What follows belongs to an exercise in optimizing a design on an open flow for small area; a production flow would make more cautious choices. The RTL was checked by simulation tests, not by an equivalence proof against the original design. Power is estimated from default activity; no workload was simulated.

File: design/flow/run.sh
#!/bin/bash
# synth_recipe.tcl (not shown) runs the flow's synth.tcl, then flattens the netlist and writes it again
# the make line also repeats each setting of config.mk as NAME=value (left out here)
make -C /OpenROAD-flow-scripts/flow DESIGN_CONFIG=/design/flow/config.mk WORK_HOME=/design/flow/orfs CLKGATE_MAP_FILE= SYNTH_SCRIPT=/design/flow/synth_recipe.tcl finish
File: design/flow/constraint.sdc
create_clock -name core_clock -period 15.0 [get_ports {clk}]
set_input_delay 3.0000 -clock core_clock [delete_from_list [all_inputs] [get_ports {clk}]]
set_output_delay 3.0000 -clock core_clock [all_outputs]
set_load 0.01 [all_outputs]
File: design/flow/design.v
module fr_tone_rom (
    input  wire [6:0]  note,
    output reg  [10:0] freq
);
    always @(*) begin
        case (note)
            7'd0: freq = 11'd44;
            7'd1: freq = 11'd157;
            7'd2: freq = 11'd263;
            7'd3: freq = 11'd363;
            7'd4: freq = 11'd457;
            7'd5: freq = 11'd547;
            7'd6: freq = 11'd631;
            7'd7: freq = 11'd711;
            7'd8: freq = 11'd786;
            7'd9: freq = 11'd856;
            7'd10: freq = 11'd923;
            7'd11: freq = 11'd986;
            7'd12: freq = 11'd1046;
            7'd13: freq = 11'd1102;
            7'd14: freq = 11'd1155;
            7'd15: freq = 11'd1205;
            7'd16: freq = 11'd1253;
            7'd17: freq = 11'd1297;
            7'd18: freq = 11'd1339;
            7'd19: freq = 11'd1379;
            7'd20: freq = 11'd1417;
            7'd21: freq = 11'd1452;
            7'd22: freq = 11'd1486;
            7'd23: freq = 11'd1517;
            7'd24: freq = 11'd1547;
            7'd25: freq = 11'd1575;
            7'd26: freq = 11'd1602;
            7'd27: freq = 11'd1627;
            7'd28: freq = 11'd1650;
            7'd29: freq = 11'd1673;
            7'd30: freq = 11'd1694;
            7'd31: freq = 11'd1714;
            7'd32: freq = 11'd1732;
            7'd33: freq = 11'd1750;
            7'd34: freq = 11'd1767;
            7'd35: freq = 11'd1783;
            7'd36: freq = 11'd1798;
            7'd37: freq = 11'd1812;
            7'd38: freq = 11'd1825;
            7'd39: freq = 11'd1837;
            7'd40: freq = 11'd1849;
            7'd41: freq = 11'd1860;
            7'd42: freq = 11'd1871;
            7'd43: freq = 11'd1881;
            7'd44: freq = 11'd1890;
            7'd45: freq = 11'd1899;
            7'd46: freq = 11'd1907;
            7'd47: freq = 11'd1915;
            7'd48: freq = 11'd1923;
            7'd49: freq = 11'd1930;
            7'd50: freq = 11'd1936;
            7'd51: freq = 11'd1943;
            7'd52: freq = 11'd1949;
            7'd53: freq = 11'd1954;
            7'd54: freq = 11'd1959;
            7'd55: freq = 11'd1964;
            7'd56: freq = 11'd1969;
            7'd57: freq = 11'd1974;
            7'd58: freq = 11'd1978;
            7'd59: freq = 11'd1982;
            7'd60: freq = 11'd1985;
            7'd61: freq = 11'd1989;
            7'd62: freq = 11'd1992;
            7'd63: freq = 11'd1995;
            7'd64: freq = 11'd1998;
            7'd65: freq = 11'd2001;
            7'd66: freq = 11'd2004;
            7'd67: freq = 11'd2006;
            7'd68: freq = 11'd2009;
            7'd69: freq = 11'd2011;
            7'd70: freq = 11'd2013;
            7'd71: freq = 11'd2015;
            default: freq = 11'd0;
        endcase
    end
endmodule
module fr_noise_rom (
    input  wire [6:0] note,
    output reg  [7:0] ctrl
);
    always @(*) begin
        case (note)
            7'd0: ctrl = 8'hD7;
            7'd1: ctrl = 8'hD6;
            7'd2: ctrl = 8'hD5;
            7'd3: ctrl = 8'hD4;
            7'd4: ctrl = 8'hC7;
            7'd5: ctrl = 8'hC6;
            7'd6: ctrl = 8'hC5;
            7'd7: ctrl = 8'hC4;
            7'd8: ctrl = 8'hB7;
            7'd9: ctrl = 8'hB6;
            7'd10: ctrl = 8'hB5;
            7'd11: ctrl = 8'hB4;
            7'd12: ctrl = 8'hA7;
            7'd13: ctrl = 8'hA6;
            7'd14: ctrl = 8'hA5;
            7'd15: ctrl = 8'hA4;
            7'd16: ctrl = 8'h97;
            7'd17: ctrl = 8'h96;
            7'd18: ctrl = 8'h95;
            7'd19: ctrl = 8'h94;
            7'd20: ctrl = 8'h87;
            7'd21: ctrl = 8'h86;
            7'd22: ctrl = 8'h85;
            7'd23: ctrl = 8'h84;
            7'd24: ctrl = 8'h77;
            7'd25: ctrl = 8'h76;
            7'd26: ctrl = 8'h75;
            7'd27: ctrl = 8'h74;
            7'd28: ctrl = 8'h67;
            7'd29: ctrl = 8'h66;
            7'd30: ctrl = 8'h65;
            7'd31: ctrl = 8'h64;
            7'd32: ctrl = 8'h57;
            7'd33: ctrl = 8'h56;
            7'd34: ctrl = 8'h55;
            7'd35: ctrl = 8'h54;
            7'd36: ctrl = 8'h47;
            7'd37: ctrl = 8'h46;
            7'd38: ctrl = 8'h45;
            7'd39: ctrl = 8'h44;
            7'd40: ctrl = 8'h37;
            7'd41: ctrl = 8'h36;
            7'd42: ctrl = 8'h35;
            7'd43: ctrl = 8'h34;
            7'd44: ctrl = 8'h27;
            7'd45: ctrl = 8'h26;
            7'd46: ctrl = 8'h25;
            7'd47: ctrl = 8'h24;
            7'd48: ctrl = 8'h17;
            7'd49: ctrl = 8'h16;
            7'd50: ctrl = 8'h15;
            7'd51: ctrl = 8'h14;
            7'd52: ctrl = 8'h07;
            7'd53: ctrl = 8'h06;
            7'd54: ctrl = 8'h05;
            7'd55: ctrl = 8'h04;
            7'd56: ctrl = 8'h03;
            7'd57: ctrl = 8'h02;
            7'd58: ctrl = 8'h01;
            7'd59: ctrl = 8'h00;
            7'd60: ctrl = 8'h00;
            7'd61: ctrl = 8'h00;
            7'd62: ctrl = 8'h00;
            7'd63: ctrl = 8'h00;
            7'd64: ctrl = 8'h00;
            7'd65: ctrl = 8'h00;
            7'd66: ctrl = 8'h00;
            7'd67: ctrl = 8'h00;
            7'd68: ctrl = 8'h00;
            7'd69: ctrl = 8'h00;
            7'd70: ctrl = 8'h00;
            7'd71: ctrl = 8'h00;
            default: ctrl = 8'h00;
        endcase
    end
endmodule
module fr_channel #(
    parameter NOISE = 0
) (
    input  wire        clk,
    input  wire        rst,
    input  wire        sel,
    input  wire [2:0]  op,
    input  wire [7:0]  arg0,
    input  wire [7:0]  arg1,
    input  wire [1:0]  flags,
    output wire [10:0] freq
);
    localparam OP_NOTE   = 3'd1;
    localparam OP_EFFECT = 3'd2;
    localparam OP_USEINS = 3'd3;
    localparam OP_STEP   = 3'd4;
    localparam MODE_NONE  = 2'd0;
    localparam MODE_PORTA = 2'd1;
    localparam MODE_UP    = 2'd2;
    localparam MODE_DOWN  = 2'd3;
    reg [6:0]         note;
    reg [10:0]        cur;
    reg [10:0]        target;
    reg [1:0]         mode;
    reg [7:0]         slide_speed;
    reg signed [7:0]  tune;
    reg [3:0]         arp_x, arp_y;
    reg [1:0]         arp_phase;
    reg [3:0]         vib_speed, vib_extent;
    reg [7:0]         vib_delay;
    reg [7:0]         vib_delay_cnt;
    reg [3:0]         vib_timer;
    reg [1:0]         vib_phase;
    reg signed [11:0] inst_pitch;
    wire signed [7:0]  inst_arp_new = flags[0] ? $signed(arg0) : 8'sd0;
    wire signed [12:0] pitch_sum    = {inst_pitch[11], inst_pitch} + {{5{arg1[7]}}, arg1};
    wire signed [11:0] pitch_clamped =
        (pitch_sum > 13'sd2047)  ? 12'sd2047 :
        (pitch_sum < -13'sd2048) ? -12'sd2048 :
                                   pitch_sum[11:0];
    wire signed [11:0] inst_pitch_new = flags[1] ? pitch_clamped : inst_pitch;
    wire [11:0] cur_plus  = {1'b0, cur} + {4'd0, slide_speed};
    wire [11:0] cur_minus = {1'b0, cur} - {4'd0, slide_speed};
    reg  [10:0] cur_new;
    always @(*) begin
        cur_new = cur;
        case (mode)
            MODE_PORTA: begin
                if (cur < target)
                    cur_new = (cur_plus > {1'b0, target}) ? target : cur_plus[10:0];
                else if (cur > target)
                    cur_new = (cur_minus[11] || cur_minus[10:0] < target) ? target : cur_minus[10:0];
            end
            MODE_UP:   cur_new = cur_plus[11] ? 11'd2047 : cur_plus[10:0];
            MODE_DOWN: cur_new = cur_minus[11] ? 11'd0 : cur_minus[10:0];
            default:   cur_new = cur;
        endcase
    end
    wire       arp_on = (arp_x != 4'd0) || (arp_y != 4'd0);
    reg  [3:0] eff_off;
    always @(*) begin
        case (arp_phase)
            2'd1:    eff_off = arp_x;
            2'd2:    eff_off = arp_y;
            default: eff_off = 4'd0;
        endcase
        if (!arp_on)
            eff_off = 4'd0;
    end
    wire [1:0] arp_phase_new = !arp_on ? arp_phase :
                               (arp_phase == 2'd2) ? 2'd0 : arp_phase + 2'd1;
    wire signed [9:0] note_sum = $signed({3'b000, note}) + $signed({6'b000000, eff_off})
                               + $signed({{2{inst_arp_new[7]}}, inst_arp_new});
    wire [6:0] note2 = note_sum[9]             ? 7'd0  :
                       (note_sum > 10'sd71)    ? 7'd71 :
                                                 note_sum[6:0];
    wire [10:0] tone_base, tone_arp;
    fr_tone_rom u_rom_base (.note(note),  .freq(tone_base));
    fr_tone_rom u_rom_arp  (.note(note2), .freq(tone_arp));
    wire signed [12:0] arp_delta = $signed({2'b00, tone_arp}) - $signed({2'b00, tone_base});
    wire vib_on = (vib_speed != 4'd0) && (vib_extent != 4'd0);
    reg signed [5:0] vib;
    always @(*) begin
        vib = 6'sd0;
        if (vib_on && vib_delay_cnt == 8'd0) begin
            case (vib_phase)
                2'd1:    vib = $signed({2'b00, vib_extent});
                2'd3:    vib = -$signed({2'b00, vib_extent});
                default: vib = 6'sd0;
            endcase
        end
    end
    wire [3:0] vib_timer_inc = vib_timer + 4'd1;
    wire signed [14:0] f_sum = $signed({4'b0000, cur_new})
                             + $signed({{2{arp_delta[12]}}, arp_delta})
                             + $signed({{7{tune[7]}}, tune})
                             + $signed({{3{inst_pitch_new[11]}}, inst_pitch_new})
                             + $signed({{9{vib[5]}}, vib});
    wire [10:0] tone_out = f_sum[14]             ? 11'd0    :
                           (f_sum > 15'sd2047)   ? 11'd2047 :
                                                   f_sum[10:0];
    wire [10:0] tone_rom_note;
    fr_tone_rom u_rom_note (.note(arg0[6:0]), .freq(tone_rom_note));
    wire [7:0] noise_out;
    fr_noise_rom u_noise (.note(note2), .ctrl(noise_out));
    assign freq = NOISE ? {3'b000, noise_out} : tone_out;
    always @(posedge clk) begin
        if (rst) begin
            note          <= 7'd0;
            cur           <= 11'd0;
            target        <= 11'd0;
            mode          <= MODE_NONE;
            slide_speed   <= 8'd0;
            tune          <= 8'sd0;
            arp_x         <= 4'd0;
            arp_y         <= 4'd0;
            arp_phase     <= 2'd0;
            vib_speed     <= 4'd0;
            vib_extent    <= 4'd0;
            vib_delay     <= 8'd0;
            vib_delay_cnt <= 8'd0;
            vib_timer     <= 4'd0;
            vib_phase     <= 2'd0;
            inst_pitch    <= 12'sd0;
        end else if (sel) begin
            case (op)
                OP_NOTE: begin
                    note      <= arg0[6:0];
                    arp_phase <= 2'd0;
                    if (!NOISE) begin
                        if (mode == MODE_PORTA && flags[0]) begin
                            target <= tone_rom_note;
                        end else begin
                            cur    <= tone_rom_note;
                            target <= tone_rom_note;
                        end
                        vib_delay_cnt <= vib_delay;
                        vib_timer     <= 4'd0;
                        vib_phase     <= 2'd0;
                    end
                end
                OP_EFFECT: begin
                    case (arg1)
                        8'h08: begin  
                            arp_x     <= arg0[7:4];
                            arp_y     <= arg0[3:0];
                            arp_phase <= 2'd0;
                        end
                        8'h09, 8'h0A, 8'h0B: begin  
                            slide_speed <= arg0;
                            if (arg0 == 8'd0)
                                mode <= MODE_NONE;
                            else if (arg1 == 8'h09)
                                mode <= MODE_UP;
                            else if (arg1 == 8'h0A)
                                mode <= MODE_DOWN;
                            else
                                mode <= MODE_PORTA;
                        end
                        8'h0C: begin  
                            vib_speed  <= arg0[7:4];
                            vib_extent <= arg0[3:0];
                            vib_timer  <= 4'd0;
                            vib_phase  <= 2'd0;
                        end
                        8'h0D: vib_delay <= arg0;                  
                        8'h0E: tune      <= $signed(arg0 ^ 8'h80);  
                        default: ;
                    endcase
                end
                OP_USEINS: begin
                    inst_pitch <= 12'sd0;
                end
                OP_STEP: begin
                    inst_pitch <= inst_pitch_new;
                    arp_phase  <= arp_phase_new;
                    if (!NOISE) begin
                        cur <= cur_new;
                        if (vib_on) begin
                            if (vib_delay_cnt != 8'd0) begin
                                vib_delay_cnt <= vib_delay_cnt - 8'd1;
                            end else if (vib_timer_inc >= vib_speed) begin
                                vib_timer <= 4'd0;
                                vib_phase <= vib_phase + 2'd1;
                            end else begin
                                vib_timer <= vib_timer_inc;
                            end
                        end
                    end
                end
                default: ;
            endcase
        end
    end
endmodule
module freqres4 (
    input  wire        clk,
    input  wire        rst,
    input  wire [2:0]  cmd_op,
    input  wire [1:0]  cmd_ch,
    input  wire [7:0]  cmd_arg0,
    input  wire [7:0]  cmd_arg1,
    input  wire [1:0]  cmd_flags,
    output reg         out_valid,
    output reg  [1:0]  out_ch,
    output reg  [10:0] out_freq
);
    localparam OP_STEP = 3'd4;
    wire [10:0] ch_freq [0:3];
    genvar c;
    generate
        for (c = 0; c < 4; c = c + 1) begin : g_ch
            fr_channel #(.NOISE(c == 3 ? 1 : 0)) u_ch (
                .clk   (clk),
                .rst   (rst),
                .sel   (cmd_ch == c),
                .op    (cmd_op),
                .arg0  (cmd_arg0),
                .arg1  (cmd_arg1),
                .flags (cmd_flags),
                .freq  (ch_freq[c])
            );
        end
    endgenerate
    always @(posedge clk) begin
        if (rst) begin
            out_valid <= 1'b0;
            out_ch    <= 2'd0;
            out_freq  <= 11'd0;
        end else begin
            out_valid <= (cmd_op == OP_STEP);
            out_ch    <= cmd_ch;
            out_freq  <= ch_freq[cmd_ch];
        end
    end
endmodule
File: design/flow/config.mk
export PLATFORM = sky130hd
export DESIGN_NAME = freqres4
export DESIGN_NICKNAME = freqres4
export VERILOG_FILES = /design/flow/design.v
export SDC_FILE = /design/flow/constraint.sdc
export NUM_CORES = 4
export LEC_CHECK = 0
export CAP_MARGIN = 20
export CORE_MARGIN = 2
export CORE_UTILIZATION = 40
export SLEW_MARGIN = 20
==> reports/metrics.yaml <==
min_path:
  worstHoldPathCells: 2
  hp-class: "flop to flop"
grt:
  gr-usage-all-layers: 0.263
  antenna_found_initial: 1
  grt_use_met3: 0.0334
  grt.busiest_layer: "met2"
  grt_use_met2: 0.413
  grt_max_degree: 135
  met1_usage: 0.369
  grt_pass1_vias: 36700
  grt_first_pass_wirelength_um: 216000
  grt-ovfl-total: 0
sta:
  timing.final.ws_setup_ps: 890
  period_needed_ps: 14110
  max_freq_mhz: 70.9
  rsz0062_at_grt: "false"
  setup_tns_ps: 0
  slew_viol_final: 0
  slew_headroom: 0.250
  fin_skew_ps: 33.4
  hold-worst-slack_ps: 464
  finalCritPeriodShare: 0.941
  hold_viol_final: 0
  worst_pin_slew_ps: 1130
  setup_viol: 0
cts:
  clockRootBuffer: "clkbuf_16"
  cts_buffer_depth: 3
  clk_pin_slew_ps: 60
  hold_buffers: 0
  cts_resized: 0
  post-cts-setup-buffers: 0
  htree_num_levels: 2
  clk_latency_ps: 600
  cts_tree: "built"
  cts_made_buffers: 48
  clock_sinks: 361
critical_path:
  r2r_end: "out_freq[1]"
  cp_slowest_stage_delay_ps: 630
  rrSetupSlack_ps: 2540
  r2r_cells: 44
  crit_path_end_kind: "flop"
  cp.required_ps: 15500
  cp-startpoint: "cmd_flags[0]"
  critPathKind: "input pin to flop"
  r2r-start: "g_ch[2].u_ch.arp_x[0]"
  path_max_fanout: 11
  start_kind: "input pin"
  cp.arrival_ps: 14610
  critPathCapture: "out_freq[3]"
  cp_slowest_cell: "clkdlybuf4s50_1"
floorplan:
  io_pins: 39
  die_area_um2: 103000
  fp.coreArea_um2: 100000
  die_h_um: 321
  rows: 116
  die_w_um: 321
  initial_core_util: 0.403
synth:
  synth_area_um2: 40300
  async_reset_ff_frac: 0
  syn-num-nets: 5948
  synth_cells: 5382
  syn_avg_cell_area_um2: 7.49
  ys_seq_area_frac: 0.179
  synthFlopType: "dfxtp_1"
  synth_edf_count: 0
  synth_cell_types: 106
  synth-seq-cells: 361
  yosys_warnings: 5
place:
  gp_congestion: 0.983
  dp.cells: 6504
  io_buffers: 38
  hpwl_um: 107000
  dp_slack_ps: 334
route:
  drt_iter0_markers: 4309
  route.detailed.drc: 0
  ant_nets: 0
  post_drt_wl_per_cell_um: 21.4
  vias: 40100
  drt_pass1_iterations: 10
  avgViaCountPerCell: 6.08
  wirelength_um: 141000
final_layout:
  nets: 5822
  stdcell_count: 6592
  drive_above_1_share: 0.0516
  syn2layout_area_growth_pct: 7.66
  diodes: 0
power:
  peakVddDrop_uv: 89.8
  p_leak_nw: 17.9
  power_density_nw_per_um2: 90.9
flow_run:
  maxCapViolations: 0
status:
  status: "finished clean"
## stage by stage
step                      power, W  instance area, um^2   util
after floorplan            0.00223                40300      -
after global placement     0.00271                41700  0.417
after detailed placement   0.00270                41700  0.417
after CTS                  0.00393                43400  0.434
after global routing       0.00417                43400  0.434
final                      0.00394                43400  0.434
## worst max-delay path: cells and delay by family
family          cells  cell delay (ps)
compound gates     21             4780
fa+ha+maj           8             3080
simple gates       11             2140
buf+inv             7             1370
xor+xnor            2              200
## layer usage
metal / up-vias / wire, um
met5: - / 11
met4: 2 / 5390
met3: 283 / 10900
met2: 1757 / 61400
met1: 19000 / 63300
li1: 19100 / -
## layout make-up
class                      count  area [um^2]
clock buffer                  67         1390
clock inverter                21          274
fill                       10200        56600
inverter                     424         1590
multi-input combinational   4315        30400
sequential                   361         7230
tap                         1298         1620
timing repair buffer         106          868
## synth_stat cells, drive strengths merged, types with 98 or more instances
master,instances,share of area
nor2,549,0.051
nand2,509,0.048
a21oi,445,0.056
ha,440,0.14
inv,419,0.039
dfxtp,361,0.18
o21ai,346,0.043
clkbuf,235,0.022
mux2i,158,0.039
xnor2,150,0.033
nor3,120,0.015
a211oi,102,0.019
fa,101,0.050
nand3,98,0.012
## worst min-delay path by stage
stage                                       from  slack (ps)                endpoint
after global placement    g_ch[0].u_ch.target[5]         440  g_ch[0].u_ch.target[5]
after floorplan           g_ch[0].u_ch.target[5]         440  g_ch[0].u_ch.target[5]
final                       g_ch[3].u_ch.note[3]         460    g_ch[3].u_ch.note[3]
after detailed placement  g_ch[0].u_ch.target[5]         460  g_ch[0].u_ch.target[5]
after global routing        g_ch[3].u_ch.note[3]         480    g_ch[3].u_ch.note[3]
after CTS                 g_ch[0].u_ch.target[5]         460  g_ch[0].u_ch.target[5]
## sequential cells by signal, summed over array words and instances (netlist names), 6 cells and up
signal	count
g_ch.u_ch.arp_y	16
g_ch.u_ch.vib_extent	12
g_ch.u_ch.vib_phase	6
g_ch.u_ch.tune	24
g_ch.u_ch.vib_delay_cnt	24
out_freq	11
g_ch.u_ch.vib_speed	12
g_ch.u_ch.inst_pitch	36
g_ch.u_ch.arp_x	16
g_ch.u_ch.slide_speed	24
g_ch.u_ch.note	28
g_ch.u_ch.vib_delay	24
g_ch.u_ch.mode	6
g_ch.u_ch.vib_timer	12
g_ch.u_ch.arp_phase	8
g_ch.u_ch.tone_base	33
g_ch.u_ch.cur	33
g_ch.u_ch.target	33
## cell usage in the layout (no fill, tap or decap), types with 48 or more instances in the layout
cell type	n
nor2_1	546
nand2_1	506
a21oi_1	443
ha_1	440
inv_1	412
dfxtp_1	361
o21ai_0	337
mux2i_1	158
xnor2_1	147
nor3_1	119
fa_1	101
a211oi_1	100
nand3_1	97
a21o_1	85
o21a_1	79
o211ai_1	72
xor2_1	68
buf_4	67
nand2b_1	64
nor2b_1	57
o22ai_1	55
clkbuf_16	50
a31oi_1	48
## report_power, final
group	switching, W	internal, W
registers	0.0000236	0.000981
logic	0.00109	0.000632
clock network	0.000486	0.000734
## cells by family after synthesis
logic type | count (synthesis) | share of synthesized area
buffers and inverters | 706 | 0.0670
adders and majority gates | 564 | 0.193
xor gates and xnor gates | 218 | 0.0478
and+or+nand+nor | 1644 | 0.186
AOI/OAI and AO/OA | 1708 | 0.281
DFF | 361 | 0.179
muxes | 181 | 0.0471

==> separate check: timing with driven ports <==
The results above use ideal ports. As a check the final layout listed here was re-extracted and re-timed, cells and wires unchanged. Step 1 sets driving cells, clkbuf_16 on the clock port and buf_2 on the other inputs (assumed; they add their load-dependent delay and slew). Step 2 moves the port delays by t, midway between the first and last clock arrival at a register: inputs arrive t later, outputs are due t later. That takes back most of the time a late clock gives input paths. a / b / c = no drivers / after step 1 / after step 2; a / b = the first two.
t, ns: 0.656
slack for setup (ns): 0.890 / 0.936 / 0.280
hold slack, ns: 0.464 / 0.464 / 0.464
clock arrival spread, ns: 0.033 / 0.034
After both steps this run still meets setup and hold. For this run, drivers alone change the setup slack by +0.046 ns; drivers and shift together by -0.610 ns.
